Source: an optimization exercise on an open RTL-to-GDS flow (aim: small area, a short achievable clock period and few clock cycles). Production flows keep margins and buffers that such runs may drop.

== maple ==
==> flow/design.v <==
module spse_enc4 (
    input  wire         clk,
    input  wire         rst_n,
    input  wire [3:0]   mv_valid,
    output wire [3:0]   mv_ready,
    input  wire [127:0] mv_steps,
    input  wire [3:0]   smp_valid,
    output wire [3:0]   smp_ready,
    input  wire [127:0] smp_ticks,
    output wire [3:0]   desc_valid,
    input  wire [3:0]   desc_ready,
    output wire [127:0] desc_data
);
    genvar g;
    generate
        for (g = 0; g < 4; g = g + 1) begin : g_unit
            spse_unit u (
                .clk(clk), .rst_n(rst_n),
                .mv_valid(mv_valid[g]), .mv_ready(mv_ready[g]),
                .mv_steps(mv_steps[g*32 +: 32]),
                .smp_valid(smp_valid[g]), .smp_ready(smp_ready[g]),
                .smp_ticks(smp_ticks[g*32 +: 32]),
                .desc_valid(desc_valid[g]), .desc_ready(desc_ready[g]),
                .desc_data(desc_data[g*32 +: 32])
            );
        end
    endgenerate
endmodule
module spse_unit (
    input  wire        clk,
    input  wire        rst_n,
    input  wire        mv_valid,
    output wire        mv_ready,
    input  wire [31:0] mv_steps,
    input  wire        smp_valid,
    output wire        smp_ready,
    input  wire [31:0] smp_ticks,
    output wire        desc_valid,
    input  wire        desc_ready,
    output wire [31:0] desc_data
);
    reg  [30:0] out;
    reg         ov;
    reg  [31:0] W;
    reg         wb, wf;
    reg  [31:0] s;
    reg         snz;           
    reg         tr, mk;
    reg         sr, mr;        
    assign desc_valid = ov;
    assign desc_data  = {1'b0, out};
    assign smp_ready  = sr;
    assign mv_ready   = mr;
    wire load = !ov || desc_ready;
    wire        t_big   = smp_ticks > 32'd32777;             
    wire        t_sat   = smp_ticks > 32'd32776;             
    wire [14:0] t_L     = t_sat ? 15'h7fff : smp_ticks[14:0] - 15'd10;
    wire [30:0] t_first = {t_L, 1'b1, 15'd10};
    wire        w_big   = W > 32'd32777;
    wire        w_sat   = W > 32'd32776;
    wire [14:0] w_L     = w_sat ? 15'h7fff : W[14:0] - 15'd10;
    wire [30:0] w_first = {w_L, 1'b1, 15'd10};
    wire        last  = W < 32'd98311;                       
    wire [14:0] hw    = W[15:1];
    wire [14:0] d0    = hw - 15'd16388;                      
    wire [14:0] d1    = hw - (W[0] ? 15'd16388 : 15'd16389); 
    wire [30:0] cont  = last ? {d1, 1'b0, d0} : {15'h7fff, 1'b0, 15'h7fff};
    wire take  = smp_valid && sr;
    wire mv_go = mv_valid && mr;
    wire e_w     = load && wb;
    wire e_mk    = load && !wb && mk;
    wire e_first = load && take;
    wire e_tr    = load && !wb && !mk && tr && !snz;
    reg        wb_n, wf_n, snz_n, tr_n, mk_n;
    always @(*) begin
        wb_n = wb;
        wf_n = wf;
        if (take) begin
            wb_n = load ? t_big : 1'b1;
            wf_n = !load;
        end else if (e_w) begin
            if (wf) begin
                wf_n = 1'b0;
                wb_n = w_big;
            end else if (last) begin
                wb_n = 1'b0;
            end else begin
                wb_n = W != 32'd98311;                    
            end
        end
        snz_n = snz;
        tr_n  = tr;
        mk_n  = mk;
        if (mv_go) begin
            snz_n = mv_steps != 32'd0;
            tr_n  = 1'b1;
            mk_n  = tr && !e_tr;
        end else begin
            if (take)
                snz_n = s != 32'd1;
            if (e_mk)
                mk_n = 1'b0;
            if (e_tr)
                tr_n = 1'b0;
        end
    end
    always @(posedge clk) begin
        if (!rst_n) begin
            ov <= 1'b0;
            wb <= 1'b0;
            wf <= 1'b0;
            tr <= 1'b0;
            mk <= 1'b0;
            sr <= 1'b0;
            mr <= 1'b1;
        end else begin
            if (e_w)
                out <= wf ? w_first : cont;
            else if (e_first)
                out <= t_first;
            else if (e_mk || e_tr)
                out <= 31'd0;
            if (load)
                ov <= e_w || e_mk || e_first || e_tr;
            if (take)
                W <= smp_ticks;
            else if (e_w && !wf && !last)
                W <= W - 32'd65534;
            if (mv_go)
                s <= mv_steps;
            else if (take)
                s <= s - 32'd1;
            wb  <= wb_n;
            wf  <= wf_n;
            snz <= snz_n;
            tr  <= tr_n;
            mk  <= mk_n;
            sr  <= !wb_n && !mk_n && tr_n && snz_n;
            mr  <= !tr_n || (!snz_n && !mk_n);
        end
    end
endmodule
export LEC_CHECK = 0
export CAP_MARGIN = 20
export CORE_MARGIN = 2
export CORE_UTILIZATION = 60
export CTS_BUF_LIST = sky130_fd_sc_hd__clkbuf_4 sky130_fd_sc_hd__clkbuf_8
export CTS_CLUSTER_SIZE = 30
export SLEW_MARGIN = 20
create_clock -name core_clock -period 11.0 [get_ports {clk}]
standard.sh (not shown) runs the stock make flow with config.mk's settings and CLKGATE_MAP_FILE= SYNTH_SCRIPT=/design/flow/synth_recipe.tcl, a recipe that flattens the netlist after the stock synthesis.
==> flow/flow/run.sh <==
#!/bin/bash
# The standard layout, with two changes to how it is made:
#  - ports are buffered with buf_1 instead of the flow's default pick
#  - timing repair aims at a setup slack margin of SETUP_MARGIN ns, so the
#    layout is optimised for a shorter period than the 11 ns constraint
#    (the constraints themselves are unchanged)
set -euo pipefail
SETUP_MARGIN=$(cat flow/setup_margin.txt)
bash standard.sh finish \
  "SETUP_SLACK_MARGIN=${SETUP_MARGIN}" \
  "BUFFER_PORTS_ARGS=-buffer_cell sky130_fd_sc_hd__buf_1" \
  > standard_make.log 2>&1
==> flow/flow/setup_margin.txt <==
7.5
Edits applied to the flow inputs when going from maple to indigo:
-- flow/design.v --
<<< maple, line 48
    reg         tr, mk;
    reg         sr, mr;        
    assign desc_valid = ov;
    assign desc_data  = {1'b0, out};
>>> indigo, line 48
    reg         tr, mk;
    reg         sr, mr;        
    reg         wsat, wbig;    
    reg         wlast;         
    assign desc_valid = ov;
    assign desc_data  = {1'b0, out};
<<< maple, line 55
    wire        t_big   = smp_ticks > 32'd32777;             
    wire        t_sat   = smp_ticks > 32'd32776;             
    wire [14:0] t_L     = t_sat ? 15'h7fff : smp_ticks[14:0] - 15'd10;
    wire [30:0] t_first = {t_L, 1'b1, 15'd10};
    wire        w_big   = W > 32'd32777;
    wire        w_sat   = W > 32'd32776;
    wire [14:0] w_L     = w_sat ? 15'h7fff : W[14:0] - 15'd10;
    wire [30:0] w_first = {w_L, 1'b1, 15'd10};
    wire        last  = W < 32'd98311;                       
    wire [14:0] hw    = W[15:1];
    wire [14:0] d0    = hw - 15'd16388;                      
>>> indigo, line 57
    wire        t_big   = smp_ticks > 32'd32777;             
    wire        t_sat   = smp_ticks > 32'd32776;             
    wire [14:0] t_sub   = smp_ticks[14:0] - 15'd10;
    wire [14:0] t_L     = t_sat ? 15'h7fff : t_sub;
    wire [30:0] t_first = {t_L, 1'b1, 15'd10};
    wire [14:0] w_L     = wsat ? 15'h7fff : W[14:0];
    wire [30:0] w_first = {w_L, 1'b1, 15'd10};
    wire        last  = wlast;
    wire [14:0] hw    = W[15:1];
    wire [14:0] d0    = hw - 15'd16388;                      
<<< maple, line 82
            if (wf) begin
                wf_n = 1'b0;
                wb_n = w_big;
            end else if (last) begin
                wb_n = 1'b0;
>>> indigo, line 83
            if (wf) begin
                wf_n = 1'b0;
                wb_n = wbig;
            end else if (last) begin
                wb_n = 1'b0;
<<< maple, line 123
            if (load)
                ov <= e_w || e_mk || e_first || e_tr;
            if (take)
                W <= smp_ticks;
            else if (e_w && !wf && !last)
                W <= W - 32'd65534;
            if (mv_go)
                s <= mv_steps;
>>> indigo, line 124
            if (load)
                ov <= e_w || e_mk || e_first || e_tr;
            if (take) begin
                W     <= {smp_ticks[31:15], t_sat ? smp_ticks[14:0] : t_sub};
                wsat  <= t_sat;
                wbig  <= t_big;
                wlast <= smp_ticks < 32'd98311;
            end else if (e_w && !wf && !last) begin
                W     <= W - 32'd65534;
                wlast <= W < 32'd163845;                 
            end
            if (mv_go)
                s <= mv_steps;
Looking at the reports, indigo completed the entire flow and the layout it produced met the timing, design-rule and antenna checks.
[indigo] critical path depth rose 2 relative to maple
Re final clock period utilization by the worst path: maple was higher than indigo.
The run with more setup slack is indigo; maple has less.
Fraction of standard cell area that is sequential: indigo and maple compared, higher one is maple
Area growth from synthesis to layout: indigo vs maple up 2.4 points
Relative to maple, the cell area after synthesis measured on indigo has increased by a few percent.
Function was not checked in any run of this note: the RTL went through the layout flow alone.

what the ideal ports hide:
In the flow no input, the clock included, has a driving cell. The finished layouts below were timed again as built, in two steps. Step 1: set_driving_cell puts a clkbuf_16 on clk and a buf_2 on each other input, an assumption about the parent block. Step 2, shift: input delay + t, output delay - t, t = (earliest + latest rising clock arrival at the registers) / 2. This alone moves slack from input paths to output paths. Three values: ideal ports, drivers, drivers and shift; two values: the first two.
run | t (ns) | setup WS [ns] | worst setup path after step 2 | latest minus earliest clock arrival (ns) | worst register clock-pin slew, ns
maple | 0.718 | 7.206 / 7.224 / 6.507 | input to register | 0.028 / 0.029 | 0.07 / 0.07
indigo | 0.690 | 7.244 / 7.243 / 6.553 | input to register | 0.028 / 0.028 | 0.07 / 0.07
After both steps setup and hold are still met in every run listed. The setup slack of maple, which loses most, moves by +0.018 ns with the drivers and by -0.699 ns with both steps.
